Context: an optimization exercise on an open-source flow, tuned for small area, a short achievable clock period and few clock cycles per item. The choices shown serve that exercise and are no tape-out recipe. Function was checked by simulation only, so behaviour that the tests miss may differ from the original. Power figures rest on the tool's default switching activity, not on a simulated workload.

==> flow/design.v <==
module akq_quant (
    input             clk,
    input             rst,
    input             req_valid,
    output            req_ready,
    input      [3:0]  req_op,
    input      [4:0]  req_n,
    input      [31:0] req_f0,
    input      [31:0] req_f1,
    input      [31:0] req_f2,
    input      [15:0] req_u0,
    output reg        res_valid,
    output reg [3:0]  res_code,
    output     [15:0] res_u,
    output     [31:0] res_f
);
    localparam W  = 48;
    localparam BW = 41;
    localparam S_IDLE  = 5'd0;
    localparam S_DONE  = 5'd1;
    localparam S_FSHB  = 5'd2;    
    localparam S_FA2   = 5'd3;    
    localparam S_FA3   = 5'd4;    
    localparam S_FSHX  = 5'd5;    
    localparam S_FA4   = 5'd6;    
    localparam S_FA5   = 5'd7;    
    localparam S_FDIV  = 5'd8;
    localparam S_FC0   = 5'd9;    
    localparam S_FC1   = 5'd10;   
    localparam S_FC2   = 5'd11;   
    localparam S_FAM1  = 5'd12;   
    localparam S_FAM2  = 5'd13;   
    localparam S_RINI  = 5'd14;
    localparam S_RRUN  = 5'd15;
    localparam S_UMUL  = 5'd16;
    localparam S_UMV   = 5'd17;
    localparam S_UMUL2 = 5'd18;
    localparam S_UALN  = 5'd19;
    localparam S_USHB  = 5'd20;
    localparam S_UADD  = 5'd21;
    localparam S_USGN  = 5'd22;
    localparam S_UDIV  = 5'd23;
    localparam S_URND  = 5'd24;
    localparam S_FAM0  = 5'd25;   
    localparam S_FSB1  = 5'd26;   
    reg [4:0]  state;
    reg [W-1:0]  R;
    reg [BW-1:0] B;
    reg [17:0] Q;
    reg [8:0]  cnt;
    reg [8:0]  fexp;
    reg [31:0] out32;
    reg        stk_b, stk_x, tneg, seqb, nfin;
    assign res_u = out32[15:0];
    assign res_f = out32;
    wire is_f2u  = (req_op == 4'd1);
    wire is_u2f  = (req_op == 4'd2);
    wire is_gain = (req_op == 4'd3);
    wire [4:0]  n    = req_n;
    wire [15:0] M    = (16'h1 << n) - 16'h1;
    wire        n_bad = (n == 5'd0) || (n > 5'd16);
    wire [31:0] fX = req_f0;
    wire [31:0] fL = is_gain ? 32'd0 : req_f1;
    wire [31:0] fH = is_gain ? req_f1 : req_f2;
    wire        sX = fX[31] & (fX[30:0] != 31'd0);
    wire        sL = fL[31] & (fL[30:0] != 31'd0);
    wire        sH = fH[31] & (fH[30:0] != 31'd0);
    wire [7:0]  eX = (fX[30:23] == 8'd0) ? 8'd1 : fX[30:23];
    wire [7:0]  eL = (fL[30:23] == 8'd0) ? 8'd1 : fL[30:23];
    wire [7:0]  eH = (fH[30:23] == 8'd0) ? 8'd1 : fH[30:23];
    wire [23:0] mX = {fX[30:23] != 8'd0, fX[22:0]};
    wire [23:0] mL = {fL[30:23] != 8'd0, fL[22:0]};
    wire [23:0] mH = {fH[30:23] != 8'd0, fH[22:0]};
    wire        zL = (fL[30:0] == 31'd0);
    wire        zX = (fX[30:0] == 31'd0);
    wire        nanX = (fX[30:23] == 8'hff) && (fX[22:0] != 23'd0);
    wire        nfL  = (fL[30:23] == 8'hff);
    wire        nfH  = (fH[30:23] == 8'hff);
    function lt;
        input [31:0] a;
        input [31:0] b;
        reg az, bz;
        begin
            az = (a[30:0] == 31'd0);
            bz = (b[30:0] == 31'd0);
            if (az && bz)               lt = 1'b0;
            else if (a[31] != b[31])    lt = az ? !b[31] : (bz ? a[31] : a[31]);
            else if (!a[31])            lt = (a[30:0] < b[30:0]);
            else                        lt = (a[30:0] > b[30:0]);
        end
    endfunction
    wire l_lt_h = lt(fL, fH);
    wire l_lt_x = lt(fL, fX);
    wire x_lt_h = lt(fX, fH);
    wire range_bad = n_bad || nfH || (!is_gain && nfL) || !l_lt_h;
    wire u_bad     = (req_u0 > M);
    wire       l_ge   = (eL >= eH);
    wire [7:0] eref   = l_ge ? eL : eH;
    wire [7:0] dsm    = l_ge ? (eL - eH) : (eH - eL);
    wire [7:0] dxr    = eref - eX;
    wire [8:0] dsm_c  = (dsm > 8'd40) ? 9'd40 : {1'b0, dsm};
    wire [8:0] dx_c   = zX ? 9'd0 : ((dxr > 8'd40) ? 9'd40 : {1'b0, dxr});
    wire [15:0] r    = req_u0;
    wire        rbit = r[cnt[3:0]];
    wire        u_typ = (eL == eH);
    wire        hbig  = (eH > eL);
    wire [7:0]  ud    = hbig ? (eH - eL) : (eL - eH);
    reg  [1:0]  a_sel;    
    reg  [1:0]  y_sel;    
    reg  [1:0]  f_sel;    
    reg         y_gate;   
    reg         sub;
    reg         cin1;     
    wire [23:0] m_sel = (f_sel == 2'd0) ? mX : (f_sel == 2'd1) ? mL : mH;
    wire [W-1:0] y_pl = {{(W-30){1'b0}}, (m_sel & {24{y_gate}}), 6'd0};
    reg  [W-1:0] A_in, Y_in;
    always @(*) begin
        case (a_sel)
            2'd0: A_in = R;
            2'd1: A_in = {R[W-2:0], 1'b0};
            2'd2: A_in = {W{1'b0}};
            default: A_in = ~R;
        endcase
        case (y_sel)
            2'd0: Y_in = y_pl;
            2'd1: Y_in = {{(W-BW){B[BW-1]}}, B};
            2'd2: Y_in = {{(W-33){1'b0}}, out32, 1'b0};
            default: Y_in = {W{1'b0}};
        endcase
    end
    wire [W-1:0] S = A_in + (Y_in ^ {W{sub}}) + {{(W-1){1'b0}}, (sub | cin1)};
    wire [16:0] ud_t  = {B[15:0], R[W-1]};
    wire        ud_ge = (ud_t >= {1'b0, M});
    wire [16:0] ud_r  = ud_ge ? (ud_t - {1'b0, M}) : ud_t;
    wire [8:0]  j1    = cnt + 9'd1;
    wire [W-1:0] Rsh  = {R[W-2:0], ud_ge};
    wire [9:0]  gexp  = {fexp[8], fexp} + 10'd48 - {1'b0, j1};
    wire        ud_stop = ((j1 >= 9'd25) && Rsh[24]) || (gexp == 10'd0);
    wire [9:0]  ebias = {fexp[8], fexp} + 10'd49 - {1'b0, cnt};
    wire [7:0]  rexp  = R[24] ? ebias[7:0] : 8'd0;
    wire        rstk  = (B[16:0] != 17'd0) || stk_b || (R[W-1:25] != 0);
    wire        rup   = R[0] && (rstk || R[1]);
    wire [30:0] rpat  = {rexp, R[23:1]} + {30'd0, rup};
    wire [16:0] kq   = Q[17:1];                  
    wire [19:0] cX   = {3'd0, M, 1'b0};           
    wire [19:0] k2m1 = {2'd0, kq, 1'b1};          
    wire [19:0] cH   = -k2m1;
    wire [19:0] cL   = k2m1 - cX;
    wire [8:0]  tX   = {1'b0, eX} + 9'd23;
    wire [8:0]  tL   = {1'b0, eL} + 9'd23;
    wire [8:0]  tH   = {1'b0, eH} + 9'd23;
    wire        aX   = (cnt <= tX);
    wire        aL   = (cnt <= tL);
    wire        aH   = (cnt <= tH);
    wire [23:0] gX   = R[47:24];
    wire [23:0] gL   = R[23:0];
    wire [23:0] gH   = B[23:0];
    wire        bX   = aX ? (sX ? ~(gX[23] ^ (gX[22:0] == 23'd0)) : gX[23]) : sX;
    wire        bL   = aL ? (sL ? ~(gL[23] ^ (gL[22:0] == 23'd0)) : gL[23]) : sL;
    wire        bH   = aH ? (sH ? ~(gH[23] ^ (gH[22:0] == 23'd0)) : gH[23]) : sH;
    function [19:0] oddv;
        input x, l, h;
        input [19:0] cx, cl, ch;
        begin
            case ({x, l, h})
                3'b100: oddv = cx;
                3'b011: oddv = -cx;
                3'b010: oddv = cl;
                3'b101: oddv = -cl;
                3'b001: oddv = ch;
                3'b110: oddv = -ch;
                default: oddv = 20'd0;
            endcase
        end
    endfunction
    wire [19:0] vstep = oddv(bX, bL, bH, cX, cL, cH);
    wire [19:0] vinit = -oddv(sX, sL, sH, cX, cL, cH);
    wire [21:0] V     = out32[21:0];
    wire [21:0] Vn    = {V[20:0], 1'b0} + {{2{vstep[19]}}, vstep};
    wire        v_big = ($signed(Vn) >= $signed(22'd262144)) || ($signed(Vn) <= -$signed(22'd262144));
    wire        r_end = (gX == 24'd0) && (gL == 24'd0) && (gH == 24'd0);
    wire [17:0] qp1 = Q + 18'd1;
    wire [17:0] qm1 = Q - 18'd1;
    assign req_ready = (state == S_DONE);
    always @(*) begin
        a_sel = 2'd0; y_sel = 2'd3; f_sel = 2'd0; y_gate = 1'b1; sub = 1'b0; cin1 = 1'b0;
        case (state)
            S_IDLE: begin
                if (is_u2f) begin
                    a_sel = 2'd2; y_sel = 2'd0;
                    if (u_typ) begin
                        f_sel  = r[n[3:0] - 4'd1] ? 2'd2 : 2'd1;
                        sub    = r[n[3:0] - 4'd1] ? sH : sL;
                    end else begin
                        f_sel  = hbig ? 2'd1 : 2'd2;
                        y_gate = hbig ? ~r[n[3:0] - 4'd1] : r[n[3:0] - 4'd1];
                        sub    = y_gate & (hbig ? sL : sH);
                    end
                end else if (zL) begin
                    a_sel = 2'd2; y_sel = 2'd0; f_sel = 2'd2; sub = sH;      
                end else begin
                    a_sel = 2'd2; y_sel = 2'd0; f_sel = l_ge ? 2'd2 : 2'd1;
                    sub   = l_ge ? sH : sL;                                  
                end
            end
            S_FA2: begin
                if (seqb) begin a_sel = 2'd3; y_sel = 2'd0; f_sel = 2'd2; cin1 = 1'b1; end   
                else begin a_sel = 2'd0; y_sel = 2'd0; f_sel = 2'd1; sub = ~sL; end          
            end
            S_FA3: begin a_sel = 2'd2; y_sel = 2'd0; f_sel = 2'd0; sub = sX; end
            S_FA4: begin
                a_sel = 2'd0; y_sel = 2'd0;
                if (seqb) begin f_sel = 2'd2; sub = ~sH; end
                else      begin f_sel = 2'd1; sub = ~sL; end
            end
            S_FA5: begin a_sel = 2'd0; y_sel = 2'd1; end
            S_FDIV: begin a_sel = 2'd1; y_sel = 2'd1; sub = ~R[W-1]; end
            S_FC0:  begin a_sel = 2'd0; y_sel = 2'd1; end
            S_FC1:  begin a_sel = 2'd0; y_sel = 2'd2; sub = 1'b1; end
            S_FC2:  begin a_sel = 2'd0; y_sel = 2'd1; end
            S_FAM0: begin a_sel = 2'd0; y_sel = 2'd1; end
            S_FAM1: begin a_sel = 2'd0; y_sel = 2'd1; sub = 1'b1; end
            S_FAM2: begin a_sel = 2'd0; y_sel = 2'd2; end
            S_UMUL: begin
                a_sel = 2'd1; y_sel = 2'd0;
                if (u_typ) begin
                    f_sel = rbit ? 2'd2 : 2'd1;
                    sub   = rbit ? sH : sL;
                end else begin
                    f_sel  = hbig ? 2'd1 : 2'd2;
                    y_gate = hbig ? ~rbit : rbit;
                    sub    = y_gate & (hbig ? sL : sH);
                end
            end
            S_UMUL2: begin
                a_sel = 2'd1; y_sel = 2'd0;
                f_sel  = hbig ? 2'd2 : 2'd1;
                y_gate = hbig ? rbit : ~rbit;
                sub    = y_gate & (hbig ? sH : sL);
            end
            S_UALN: begin a_sel = 2'd1; y_sel = 2'd3; end
            S_UADD: begin a_sel = 2'd0; y_sel = 2'd1; end
            S_USGN: begin a_sel = 2'd3; y_sel = 2'd3; cin1 = ~stk_b; end
            S_UDIV: begin a_sel = 2'd1; y_sel = 2'd3; cin1 = ud_ge; end
            default: ;
        endcase
    end
    always @(posedge clk) begin
        if (rst) begin
            state     <= S_IDLE;
            res_valid <= 1'b0;
        end else begin
            res_valid <= 1'b0;
            case (state)
                S_IDLE: begin
                    if (req_valid) begin
                        stk_b <= 1'b0;
                        stk_x <= 1'b0;
                        tneg  <= 1'b0;
                        Q     <= 18'd0;
                        res_code <= 4'd0;
                        if (!is_f2u && !is_u2f && !is_gain) begin
                            res_code <= 4'd7;
                            state    <= S_DONE;
                        end else if (range_bad) begin
                            res_code <= 4'd1;
                            state    <= S_DONE;
                        end else if (is_u2f ? u_bad : nanX) begin
                            res_code <= 4'd6;
                            state    <= S_DONE;
                        end else if (is_u2f) begin
                            R    <= S;
                            cnt  <= {4'd0, n} - 9'd2;
                            if (n == 5'd1)
                                state <= u_typ ? S_USGN : S_UMV;
                            else
                                state <= u_typ ? S_UMUL : S_UMUL;
                            fexp <= {1'b0, eL} - 9'd6;
                            nfin <= ~u_typ;       
                        end else if (!l_lt_x) begin
                            out32 <= 32'd0;
                            state <= S_DONE;
                        end else if (!x_lt_h) begin
                            out32 <= {16'd0, M};
                            state <= S_DONE;
                        end else if (zL) begin
                            B     <= S[BW-1:0];
                            seqb  <= 1'b0;
                            state <= S_FA3;
                        end else begin
                            R     <= S;
                            seqb  <= ~l_ge;
                            cnt   <= dsm_c;
                            state <= (dsm_c != 9'd0) ? S_FSHB : S_FA2;
                        end
                    end
                end
                S_FSHB: begin
                    R     <= {R[W-1], R[W-1:1]};
                    stk_b <= stk_b | R[0];
                    cnt   <= cnt - 9'd1;
                    if (cnt == 9'd1) state <= S_FA2;
                end
                S_FA2: begin
                    B     <= S[BW-1:0];
                    state <= S_FA3;
                end
                S_FA3: begin
                    R     <= S;
                    cnt   <= dx_c;
                    if (dx_c != 9'd0)  state <= S_FSHX;
                    else if (zL)       state <= S_FDIV;
                    else               state <= S_FA4;
                    if (dx_c == 9'd0) cnt <= 9'd0;
                end
                S_FSHX: begin
                    R     <= {R[W-1], R[W-1:1]};
                    stk_x <= stk_x | R[0];
                    cnt   <= cnt - 9'd1;
                    if (cnt == 9'd1) state <= zL ? S_FDIV : S_FA4;
                end
                S_FA4: begin
                    R     <= S;
                    state <= seqb ? S_FA5 : S_FDIV;
                    cnt   <= 9'd0;
                end
                S_FA5: begin
                    R     <= S;
                    state <= S_FDIV;
                    cnt   <= 9'd0;
                end
                S_FDIV: begin
                    if (cnt == 9'd0) out32 <= R[31:0];    
                    R   <= S;
                    Q   <= {Q[16:0], ~S[W-1]};
                    cnt <= cnt + 9'd1;
                    if (cnt[4:0] == n) state <= S[W-1] ? S_FC0 : S_FC1;
                end
                S_FC0: begin
                    R     <= S;
                    state <= S_FC1;
                end
                S_FC1: begin
                    R     <= S;
                    state <= S_FC2;
                end
                S_FC2: begin
                    if (!R[W-1]) begin
                        if (stk_b || stk_x) Q <= Q;
                    end else if (!S[W-1]) begin
                        Q <= qm1;
                        R <= S;
                    end else begin
                        Q <= Q - 18'd2;
                        R <= S;
                    end
                    if (stk_b) begin
                        state <= S_RINI;
                    end else if (stk_x) begin
                        state <= (R[W-1] && S[W-1]) ? S_FAM0 : S_FAM1;
                    end else begin
                        if (!R[W-1])       out32 <= {15'd0, qp1[17:1]};
                        else if (!S[W-1])  out32 <= {15'd0, Q[17:1]};
                        else               out32 <= {15'd0, qm1[17:1]};
                        state <= S_DONE;
                    end
                end
                S_FAM0: begin
                    R     <= S;
                    state <= S_FAM1;
                end
                S_FAM1: begin
                    R     <= S;
                    out32 <= {16'd0, M};
                    state <= S_FAM2;
                end
                S_FAM2: begin
                    if (!S[W-1] && (S != {W{1'b0}})) begin
                        state <= S_RINI;
                    end else begin
                        out32 <= {15'd0, qp1[17:1]};
                        state <= S_DONE;
                    end
                end
                S_RINI: begin
                    R     <= {mX & {24{~zX}}, mL & {24{~zL}}};
                    B     <= {{(BW-24){1'b0}}, mH};
                    out32 <= {{12{vinit[19]}}, vinit};
                    cnt   <= {1'b0, eref} + 9'd23;
                    state <= S_RRUN;
                end
                S_RRUN: begin
                    if (r_end) begin
                        out32 <= {14'd0, V[21] ? {1'b0, kq} : ({1'b0, kq} + 18'd1)};
                        state <= S_DONE;
                    end else begin
                        out32[21:0] <= Vn;
                        if (aX) R[47:24] <= {gX[22:0], 1'b0};
                        if (aL) R[23:0]  <= {gL[22:0], 1'b0};
                        if (aH) B[23:0]  <= {gH[22:0], 1'b0};
                        cnt <= cnt - 9'd1;
                        if (v_big) begin
                            out32 <= {14'd0, Vn[21] ? {1'b0, kq} : ({1'b0, kq} + 18'd1)};
                            state <= S_DONE;
                        end
                    end
                end
                S_UMUL: begin
                    R   <= S;
                    cnt <= cnt - 9'd1;
                    if (cnt == 9'd0) state <= nfin ? S_UMV : S_USGN;
                end
                S_UMV: begin
                    B     <= R[W-2:6];
                    R     <= {W{1'b0}};
                    cnt   <= {4'd0, n} - 9'd1;
                    nfin  <= 1'b0;
                    state <= S_UMUL2;
                end
                S_UMUL2: begin
                    R   <= S;
                    cnt <= cnt - 9'd1;
                    if (cnt == 9'd0) begin
                        if (ud >= 8'd6) begin
                            cnt   <= {1'b0, ud} - 9'd6;
                            fexp  <= {1'b0, (hbig ? eH : eL)} - 9'd6;
                            seqb  <= 1'b0;
                            state <= (ud == 8'd6) ? S_UADD : S_UALN;
                        end else begin
                            cnt   <= 9'd6 - {1'b0, ud};
                            fexp  <= {1'b0, (hbig ? eL : eH)};
                            seqb  <= 1'b1;
                            state <= S_UALN;
                        end
                    end
                end
                S_UALN: begin
                    if (seqb) begin
                        R   <= {R[W-1], R[W-1:1]};
                        cnt <= cnt - 9'd1;
                        if (cnt == 9'd1) state <= S_UADD;
                    end else if ((R[W-1] == R[W-2]) && (R[W-2] == R[W-3])) begin
                        R    <= S;                  
                        fexp <= fexp - 9'd1;
                        cnt  <= cnt - 9'd1;
                        if (cnt == 9'd1) state <= S_UADD;
                    end else begin
                        if (cnt > 9'd42) cnt <= 9'd42;
                        state <= S_USHB;
                    end
                end
                S_USHB: begin
                    B     <= {B[BW-1], B[BW-1:1]};
                    stk_b <= stk_b | B[0];
                    cnt   <= cnt - 9'd1;
                    if (cnt == 9'd1) state <= S_UADD;
                end
                S_UADD: begin
                    R     <= S;
                    state <= S_USGN;
                end
                S_USGN: begin
                    B   <= {BW{1'b0}};
                    cnt <= 9'd0;
                    if (R[W-1]) begin
                        R    <= S;
                        tneg <= 1'b1;
                        state <= S_UDIV;
                    end else if ((R == {W{1'b0}}) && !stk_b) begin
                        out32 <= 32'd0;
                        state <= S_DONE;
                    end else begin
                        state <= S_UDIV;
                    end
                end
                S_UDIV: begin
                    R         <= Rsh;
                    B[16:0]   <= ud_r;
                    cnt       <= j1;
                    if (ud_stop) state <= S_URND;
                end
                S_URND: begin
                    out32 <= {tneg, rpat};
                    state <= S_DONE;
                end
                S_DONE: begin
                    if (req_valid) begin
                        res_valid <= 1'b1;
                        state     <= S_IDLE;
                    end
                end
                default: state <= S_IDLE;
            endcase
        end
    end
endmodule
==> flow/run.sh <==
#!/bin/bash
# synth_recipe.tcl (not shown) runs the flow's synth.tcl, then flattens the netlist and writes it again
# the make line also repeats each setting of config.mk as NAME=value (left out here)
make -C /OpenROAD-flow-scripts/flow DESIGN_CONFIG=/design/flow/config.mk WORK_HOME=/design/flow/orfs CLKGATE_MAP_FILE= SYNTH_SCRIPT=/design/flow/synth_recipe.tcl finish
==> flow/config.mk <==
export PLATFORM = sky130hd
export DESIGN_NAME = akq_quant
export DESIGN_NICKNAME = akq_quant
export VERILOG_FILES = /design/flow/design.v
export SDC_FILE = /design/flow/constraint.sdc
export NUM_CORES = 8
export LEC_CHECK = 0
export CAP_MARGIN = 20
export CORE_MARGIN = 2
export CORE_UTILIZATION = 30
export PLACE_DENSITY = 0.45
export SLEW_MARGIN = 20
==> flow/constraint.sdc <==
create_clock -name core_clock -period 20.0 [get_ports {clk}]
set_input_delay 4.0000 -clock core_clock [delete_from_list [all_inputs] [get_ports {clk}]]
set_output_delay 4.0000 -clock core_clock [all_outputs]
set_load 0.01 [all_outputs]
==> results.py <==
metrics = {
    "run_status": {
        "outcome": "no timing/DRC/antenna violations",
    },
    "clock_tree": {
        "clkSinkCount": 170,
        "cts_made_buffers": 17,
        "clk_latency_ns": 0.54,
        "htree_levels": 4,
        "cts.repair.resized": 0,
        "cts_tree": "yes",
        "clk_pin_slew_ns": 0.09,
        "cts_setup_buffers": 0,
        "cts_hold_buf": 0,
        "clock_path_buffers": 2,
        "clock-root-buffer": "clkbuf_16",
    },
    "synth": {
        "synthCells": 4616,
        "avgSynthCellArea_um2": 7.35,
        "synth_area_leaders": "edfxtp_1, ha_1, nand2_1",
        "synthTopCellsByCount": "nand2_1, nor2_1, o21ai_0, ha_1, a21oi_1",
        "synthArstFlopShare_pct": 0,
        "synth-edff-count": 164,
        "yosys_warnings": 1,
        "syn_area_um2": 33900,
        "synth_top_area_share_pct": 14.5,
        "synth_area_leader_cell": "edfxtp_1",
        "ys_seq_area_share_pct": 14.9,
        "ys_seq_elements": 170,
        "yosysMostFrequentCell": "nand2_1",
        "synth_cell_types": 115,
        "ys.flop_type": "edfxtp_1",
        "syn_nets": 5079,
    },
    "die": {
        "coreArea_um2": 112000,
        "die_y_um": 340,
        "pin_count": 178,
        "dieArea_um2": 116000,
        "start_util_pct": 30.2,
        "die_w_um": 340,
        "std_cell_rows": 123,
    },
    "setup_path": {
        "criticalPathCategory": "input port to flop",
        "r2r-end": "out32[11]",
        "cp-start-kind": "input port",
        "cpPeakStageDelay_ns": 0.84,
        "cp-end-kind": "flop",
        "r2r_start": "cnt[0]",
        "crit_slowest_cell": "a31oi_1",
        "timing.reg2reg.setup_slack_ns": 9.87,
        "crit_path_frequent_cell": "o21a_1",
        "cp_max_fo": 30,
        "r2r_cells": 35,
        "arrival_ns": 15.56,
        "required_ns": 20.32,
    },
    "routing": {
        "drc_errors": 0,
        "route.detailed.wl_per_inst_um": 30.7,
        "via_per_inst": 6.45,
        "via_count": 39400,
        "drt_iter0_markers": 5871,
        "routed_wirelength_um": 187000,
        "firstDrtPassIters": 13,
        "ant_nets": 0,
    },
    "grt": {
        "grt_pass1_vias": 36200,
        "overflow": 0,
        "grt_usage_pct": 31.1,
        "grt_max_degree": 59,
        "grt_pass1_wl_um": 268000,
        "antenna_found_initial": 3,
    },
    "pwr": {
        "p_per_area_nw_per_um2": 202,
        "ir_drop_mv": 0.148,
        "p_leak_nw": 14.6,
    },
    "sta": {
        "rsz0062_at_grt": "false",
        "setup_viol_count_final": 0,
        "hold_viol": 0,
        "finalClockSkew_ns": 0.0318,
        "slew_headroom_pct": 15.0,
        "setup_ws_ns": 4.76,
        "min_period_ns": 15.24,
        "fmax_ghz": 0.0656,
        "maxSlewViolCount": 0,
        "worst_pin_slew_ns": 1.28,
        "fin_crit_sh_pct": 76.2,
        "final.setup.tns_ns": 0,
    },
    "layout": {
        "num_antenna_cells": 0,
        "layout-drive-gt1-share_pct": 6.32,
        "nets": 5056,
        "num-fill-cells": 12100,
        "area_growth_pct": 11.8,
    },
    "hold_path": {
        "holdCritStartpoint": "B[28]",
        "min-delay-path-class": "flop to flop",
        "holdPathEnd": "B[27]",
        "worstHoldPathCells": 2,
    },
    "placed_design": {
        "dp_slack_ns": 4.24,
        "port-buffer-count": 176,
        "routabilityCongestion": 1.03,
        "dp_hpwl_um": 147000,
    },
    "flow_run": {
        "maxCapViolations": 0,
    },
}
[flip-flops by register name, summed over array words and instances (netlist names)]
register,cells
stk_b,1
res_code,2
stk_x,1
state,5
out32,32
res_valid,1
R,48
nfin,1
B,41
tneg,1
cnt,9
Q,18
fexp,9
seqb,1
[worst max path at each step]
| stage | startpoint | endpoint | slack, ns | cells after the start |
|---|---|---|---|---|
| 2_1_floorplan | req_op[2] | out32[0] | 6.64 | 31 |
| 3_3_place_gp | req_op[0] | out32[29] | 4.49 | 38 |
| 3_5_place_dp | req_op[0] | out32[29] | 4.24 | 38 |
| 4_1_cts | req_op[0] | out32[29] | 4.81 | 38 |
| 5_1_grt | req_op[0] | out32[11] | 4.27 | 39 |
| 6_report | req_op[0] | out32[11] | 4.76 | 39 |
[layout make-up]
cell class | count | area [um^2] | area share, %
inverters | 215 | 807 | 2.13
clock buffers | 17 | 425 | 1.12
flip-flops and latches | 170 | 5040 | 13.3
clock inverters | 15 | 220 | 0.580
multi-input cells | 3898 | 26900 | 71.0
repair buffers | 291 | 2630 | 6.93
well taps | 1500 | 1880 | 4.95
[placed cells by master, fill, tap and decap left out, types with 38 or more instances in the layout]
master	instances
a222oi_1	77
o31ai_1	38
a22oi_1	81
a21o_1	85
nand2_1	480
inv_1	211
a21oi_1	287
o221ai_1	45
mux2i_1	84
o21a_1	59
clkdlybuf4s50_1	176
nor2b_1	47
a31oi_1	45
nor4_1	59
o21ai_0	349
a221oi_1	41
nand4_1	68
a211oi_1	58
buf_4	114
o211ai_1	95
nand2b_1	39
edfxtp_1	164
xor2_1	118
nor2_1	366
nand3_1	149
ha_1	329
and3_1	38
nor3_1	112
and2_1	44
xnor2_1	135
[kinds of logic (layout without fill, tap and decap cells)]
| group | count (synthesis) | count (layout) | synth area share [%] |
|---|---|---|---|
| compound gates | 1601 | 1601 | 32.7 |
| xor+xnor | 254 | 254 | 6.59 |
| fa+ha+maj | 339 | 339 | 12.7 |
| buf+inv | 548 | 538 | 6.45 |
| flops | 170 | 170 | 14.9 |
| mux | 118 | 118 | 3.92 |
| other cells | 1 | 1 | 0.0110 |
| simple gates | 1585 | 1585 | 22.7 |
[per-layer routing]
metal,routed length (um),GRT usage [%]
met1,79700,42.6
met2,80400,47.5
met3,17200,5.31
met4,10100,14.3
met5,0,0
[where the power goes]
group	total (W)	internal (W)	switching, W
clock network	0.000395	0.000177	0.000218
logic	0.00620	0.00205	0.00415
registers	0.00105	0.000753	0.000298
[critical path: cells and delay by family]
family	cells	cell delay (ns)
muxes	2	0.59
adders and majority gates	4	1.28
and+or+nand+nor	7	2.20
AOI/OAI and AO/OA	20	6.03
buffers and inverters	6	1.38
[through the flow]
stage	util [%]	instances	total power [W]	hold slack [ns]	cell area, um^2
after floorplan	-	4616	0.00483	0.521	33900
after global placement	33.2	6073	0.00703	0.544	37300
after detailed placement	33.2	6074	0.00697	0.564	37300
after CTS	33.8	6106	0.00741	0.589	37900
after global routing	33.8	6106	0.00805	0.619	37900
final	33.8	6106	0.00765	0.596	37900
Testbench counts, summed over its fixed seeds: cycles 132,001, items 3,840.

what the ideal ports hide:
Ports are ideal in the flow. The routed layout listed here was re-timed in OpenROAD. Step 1: set_driving_cell puts a clkbuf_16 on clk and a buf_2 on each other input, an assumption about the parent block. Step 2 also shifts input and output timing later by t, the mid clock arrival at the registers, as if the neighbouring blocks saw the same clock. Slacks: ideal / step 1 / step 2; pairs: ideal / step 1.
shift t [ns]: 0.599
setup slack, ns: 4.758 / 4.806 / 4.207
worst setup path after step 2: input to register
worst slew at a driven data input, ns: 0.06
pins driven straight from the clock port: 1
After both steps setup and hold are still met in this run. The setup slack of this run moves by +0.048 ns with the drivers and by -0.551 ns with both steps.
